Context: an optimization exercise on an open-source flow, tuned for small area and a short achievable clock period. The choices shown serve that exercise and are no tape-out recipe. In this exercise RTL edits were held to simulation tests only and were not proved equivalent to the original. No activity file was given, so power comes from the tool's default toggle rates.

Setup of v6:
Design xbee_rx, start of the top module:
module xbee_rx (
    input  wire       clk,
    input  wire       rst,         
    input  wire       wr_valid,
    input  wire [7:0] wr_data,
    input  wire       run,
    input  wire [1:0] mode,        
    input  wire       flush,
    output reg  [5:0] avail,
    output reg        out_valid,
    output reg  [1:0] out_kind,
    output reg  [7:0] out_data
);
    localparam CAP = 32;
    localparam ST_HUNT   = 3'd0;
    localparam ST_LEN_HI = 3'd1;
    localparam ST_LEN_LO = 3'd2;
    localparam ST_PAY    = 3'd3;
    localparam ST_CKS    = 3'd4;
    localparam K_PAYLOAD = 2'd0;
    localparam K_FRAME   = 2'd1;
    localparam K_BADCKS  = 2'd2;
    localparam K_SPECIAL = 2'd3;
    localparam [7:0] DELIM = 8'h7E;
    localparam [7:0] ESC   = 8'h7D;
    localparam [7:0] XON   = 8'h11;
    localparam [7:0] XOFF  = 8'h13;
    reg [7:0] sr [0:CAP-1];    
    reg [1:0] ctl_mode;
    reg       nz;           
    reg       mpar;         
    wire mode_change = (mode != ctl_mode);
    wire step        = run && mpar && !mode_change && !flush && nz;
    wire full        = avail[5];
    integer i;
    always @(posedge clk) begin
        if (wr_valid) begin
            sr[0] <= wr_data;
            for (i = 1; i < CAP; i = i + 1)
  ...
Size: roughly 310 flip-flops, ~32 I/O pins, about 0.013 sq mm of cells after synthesis.
Settings: LEC_CHECK=0, CAP_MARGIN=20, CORE_MARGIN=2, CORE_UTILIZATION=55, CTS_BUF_LIST=sky130_fd_sc_hd__clkbuf_16, CTS_CLUSTER_DIAMETER=100, CTS_CLUSTER_SIZE=32, SETUP_SLACK_MARGIN=3.8, SLEW_MARGIN=20, TNS_END_PERCENT=5; clock period 6.0 ns.
run.sh (not shown) runs the stock make flow with config.mk's settings and CLKGATE_MAP_FILE= SYNTH_SCRIPT=/design/flow/synth_recipe.tcl, a recipe that flattens the netlist after the stock synthesis.
v6: PASS, flow complete, no timing, DRC or antenna violations
Inputs modified between v6 and v7:
- a change of CORE_UTILIZATION from 55 to 70
- a change of CTS_CLUSTER_SIZE from 32 to 28
- a deleted TNS_END_PERCENT that had been 5
- a change of SETUP_SLACK_MARGIN from 3.8 to 3.7
- a change of CTS_CLUSTER_DIAMETER from 100 to 80
[summary]
Lower global routing met1 resource utilization among v6 and v7: v6. | insertion delay of the later-clocked pin in the worst-skew pair | v7 vs v6 | 0.03 ns lower |. Delta(cell area, v7 - v6) < 0. Compared to v6, v7 has number of buffers inserted to repair setup after CTS 1 higher. Proportion of cell area occupied by registers in v7 vs v6: up 0.50 points.

* * *

The RTL this note starts from:
==> flow/design.v <==
module xbee_rx (
    input  wire       clk,
    input  wire       rst,         
    input  wire       wr_valid,
    input  wire [7:0] wr_data,
    input  wire       run,
    input  wire [1:0] mode,        
    input  wire       flush,
    output reg  [5:0] avail,
    output reg        out_valid,
    output reg  [1:0] out_kind,
    output reg  [7:0] out_data
);
    localparam CAP = 32;
    localparam ST_HUNT   = 2'd0;
    localparam ST_LEN_HI = 2'd1;
    localparam ST_LEN_LO = 2'd2;
    localparam ST_BODY   = 2'd3;    
    localparam K_PAYLOAD = 2'd0;
    localparam K_FRAME   = 2'd1;
    localparam K_BADCKS  = 2'd2;
    localparam K_SPECIAL = 2'd3;
    localparam [7:0] DELIM = 8'h7E;
    localparam [7:0] ESC   = 8'h7D;
    localparam [7:0] XON   = 8'h11;
    localparam [7:0] XOFF  = 8'h13;
    reg [7:0] sr [0:CAP-1];    
    reg [1:0] ctl_mode;
    reg [5:0] nav;          
    reg       nz;           
    reg       mpar;         
    wire [5:0] cnt = ~nav;
    wire mode_change = (mode != ctl_mode);
    wire step        = run && mpar && !mode_change && !flush && nz;
    wire full        = cnt[5];
    integer i;
    always @(posedge clk) begin
        if (wr_valid) begin
            sr[0] <= wr_data;
            for (i = 1; i < CAP; i = i + 1)
                sr[i] <= sr[i-1];
        end
    end
    wire [7:0] t0 [0:31];
    wire [7:0] t1 [0:15];
    wire [7:0] t2 [0:7];
    wire [7:0] t3 [0:3];
    wire [7:0] t4 [0:1];
    genvar g;
    generate
        for (g = 0; g < 32; g = g + 1) begin : g_t0
            assign t0[g] = sr[(62 - g) % 32];
        end
        for (g = 0; g < 16; g = g + 1) begin : g_t1
            assign t1[g] = nav[0] ? t0[2*g+1] : t0[2*g];
        end
        for (g = 0; g < 8; g = g + 1) begin : g_t2
            assign t2[g] = nav[1] ? t1[2*g+1] : t1[2*g];
        end
        for (g = 0; g < 4; g = g + 1) begin : g_t3
            assign t3[g] = nav[2] ? t2[2*g+1] : t2[2*g];
        end
        for (g = 0; g < 2; g = g + 1) begin : g_t4
            assign t4[g] = nav[3] ? t3[2*g+1] : t3[2*g];
        end
    endgenerate
    wire [7:0] b_rd = nav[4] ? t4[1] : t4[0];
    reg       ev_step;      
    reg [7:0] ev_b;
    wire [5:0] c_m1 = cnt - 6'd1;
    wire [5:0] c_p1 = cnt + 6'd1;
    wire [5:0] c_fl = {5'd0, wr_valid};
    wire dec = !flush && step && !wr_valid;
    wire inc = !flush && !step && wr_valid && !full;
    wire [5:0] c_nx = flush ? c_fl : dec ? c_m1 : inc ? c_p1 : cnt;
    wire       z_nx = flush ? wr_valid : dec ? (cnt != 6'd1) : inc ? 1'b1 : nz;
    always @(posedge clk) begin
        ev_b <= b_rd;
        if (rst) begin
            avail    <= 6'd0;
            nav      <= 6'h3F;
            nz       <= 1'b0;
            ctl_mode <= 2'd0;
            mpar     <= 1'b0;
            ev_step  <= 1'b0;
        end else begin
            ctl_mode <= mode;
            mpar     <= (mode == 2'd1) || (mode == 2'd2);
            ev_step  <= step;
            avail    <= c_nx;
            nav      <= ~c_nx;
            nz       <= z_nx;
        end
    end
    reg  [1:0]  state;
    reg         esc;
    reg  [15:0] rem;      
    reg  [7:0]  sum;
    wire [7:0] b = ev_b;
    wire [7:0] v = {b[7:6], b[5] ^ esc, b[4:0]};
    reg  [1:0]  n_state;
    reg         n_esc;
    reg  [15:0] n_rem;
    reg  [7:0]  n_sum;
    reg         n_item;
    reg  [1:0]  n_kind;
    reg  [7:0]  n_data;
    reg         deliver;
    always @(*) begin
        n_state = state;
        n_esc   = esc;
        n_rem   = rem;
        n_sum   = sum;
        n_item  = 1'b0;
        n_kind  = K_PAYLOAD;
        n_data  = v;
        deliver = 1'b0;
        if (state == ST_HUNT) begin
            if (b == DELIM) begin
                n_state = ST_LEN_HI;
                n_esc   = 1'b0;
            end
        end else if (!ctl_mode[1]) begin
            deliver = 1'b1;
        end else if (esc) begin
            n_esc   = 1'b0;
            deliver = 1'b1;
        end else if (b == ESC) begin
            n_esc = 1'b1;
        end else if (b == DELIM) begin
            n_item  = 1'b1;
            n_kind  = K_SPECIAL;
            n_state = ST_LEN_HI;
        end else if (b == XON || b == XOFF) begin
            n_item  = 1'b1;
            n_kind  = K_SPECIAL;
            n_state = ST_HUNT;
        end else begin
            deliver = 1'b1;
        end
        if (deliver) begin
            case (state)
                ST_LEN_HI: begin
                    n_rem[15:8] = v;
                    n_state     = ST_LEN_LO;
                end
                ST_LEN_LO: begin
                    n_rem[7:0] = v;
                    n_sum      = 8'h00;
                    n_state    = ST_BODY;
                end
                default: begin  
                    n_item = 1'b1;
                    if (rem != 16'h0000) begin
                        n_kind = K_PAYLOAD;
                        n_sum  = sum + v;
                        n_rem  = rem - 16'd1;
                    end else begin
                        n_kind  = (v == ~sum) ? K_FRAME : K_BADCKS;
                        n_data  = ~sum;
                        n_state = ST_HUNT;
                    end
                end
            endcase
        end
    end
    always @(posedge clk) begin
        if (rst) begin
            state     <= ST_HUNT;
            esc       <= 1'b0;
            out_valid <= 1'b0;
        end else begin
            if (mode_change) begin
                state <= ST_HUNT;
                esc   <= 1'b0;
            end else if (ev_step) begin
                state <= n_state;
                esc   <= n_esc;
            end
            out_valid <= ev_step && n_item;
        end
        if (ev_step) begin
            rem <= n_rem;
            sum <= n_sum;
        end
        out_kind <= n_kind;
        out_data <= n_data;
    end
endmodule
clock: 6.0 ns
lec_check: 0
cap_margin: 20
core_margin: 2
core_utilization: 55
cts_buf_list: sky130_fd_sc_hd__clkbuf_16
cts_cluster_diameter: 80
cts_cluster_size: 28
setup_slack_margin: 3.8
slew_margin: 20
Change:
==> flow/flow/run.sh (new file) <==
#!/bin/bash
# Own layout flow: the standard ORFS flow (standard.sh), with two changes.
#  - Synthesis maps the logic with ORFS's ABC speed script less its last
#    buffering and up-sizing steps; the resizer later sizes the gates
#    against the placed layout instead. Registers are untouched.
#  - Clock tree synthesis inserts no dummy load cells.
# Each tool's output goes to ORFS's logs under orfs/logs; the output of
# standard.sh itself goes to standard.log here.
set -euo pipefail
W=$(pwd)
rm -rf "$W/scripts"
cp -r "$FLOW_HOME/scripts" "$W/scripts"
head -n -5 "$FLOW_HOME/scripts/abc_speed.script" > "$W/scripts/abc_speed.script"
echo "topo" >> "$W/scripts/abc_speed.script"
export SCRIPTS_DIR="$W/scripts"
export CTS_ARGS="-sink_clustering_enable -repair_clock_nets -dont_use_dummy_load -buf_list sky130_fd_sc_hd__clkbuf_16 -sink_clustering_size 28 -sink_clustering_max_diameter 80"
bash standard.sh > "$W/standard.log" 2>&1
==> flow/standard.sh (new file) <==
#!/bin/bash
# synth_recipe.tcl (not shown) runs the flow's synth.tcl, then flattens the netlist and writes it again
# the make line also repeats each setting of config.mk as NAME=value (left out here)
make -C /OpenROAD-flow-scripts/flow DESIGN_CONFIG=/design/flow/config.mk WORK_HOME=/design/flow/orfs CLKGATE_MAP_FILE= SYNTH_SCRIPT=/design/flow/synth_recipe.tcl "${@:-finish}"
removed: flow/run.sh
=> Global-route usage decreases by 0.16 points. Sequential share of layout area is about the same. Critical path depth is unchanged. Fmax decreases by 2.3%. Setup slack gets worse by 53 ps. Power shrinks by 2.7%. Register-to-register slack stays flat.

[what the ideal ports hide]
How much do the figures lean on ideal ports? The routed layouts below were timed once more, with nothing changed but the port constraints. Step 1: set_driving_cell puts a clkbuf_16 on clk and a buf_2 on each other input, an assumption about the parent block. Step 2, shift: input delay + t, output delay - t, t = (earliest + latest rising clock arrival at the registers) / 2. This alone moves slack from input paths to output paths. Slacks: no drivers / after step 1 / after step 2; pairs: no drivers / after step 1.
| run | t (ns) | setup slack, ns | cell pins on the clock port's net |
|---|---|---|---|
| v6 | 0.544 | 3.690 / 3.641 / 3.236 | 1 |
| v7 | 0.524 | 3.700 / 3.653 / 3.196 | 1 |
| the first run of note 2 | 0.552 | 3.784 / 3.717 / 3.164 | 1 |
| the second run of note 2 | 0.530 | 3.731 / 3.645 / 3.115 | 1 |
After both steps every run listed still meets setup and hold. For the first run of note 2, which loses most, drivers alone change the setup slack by -0.067 ns; drivers and shift together by -0.620 ns.
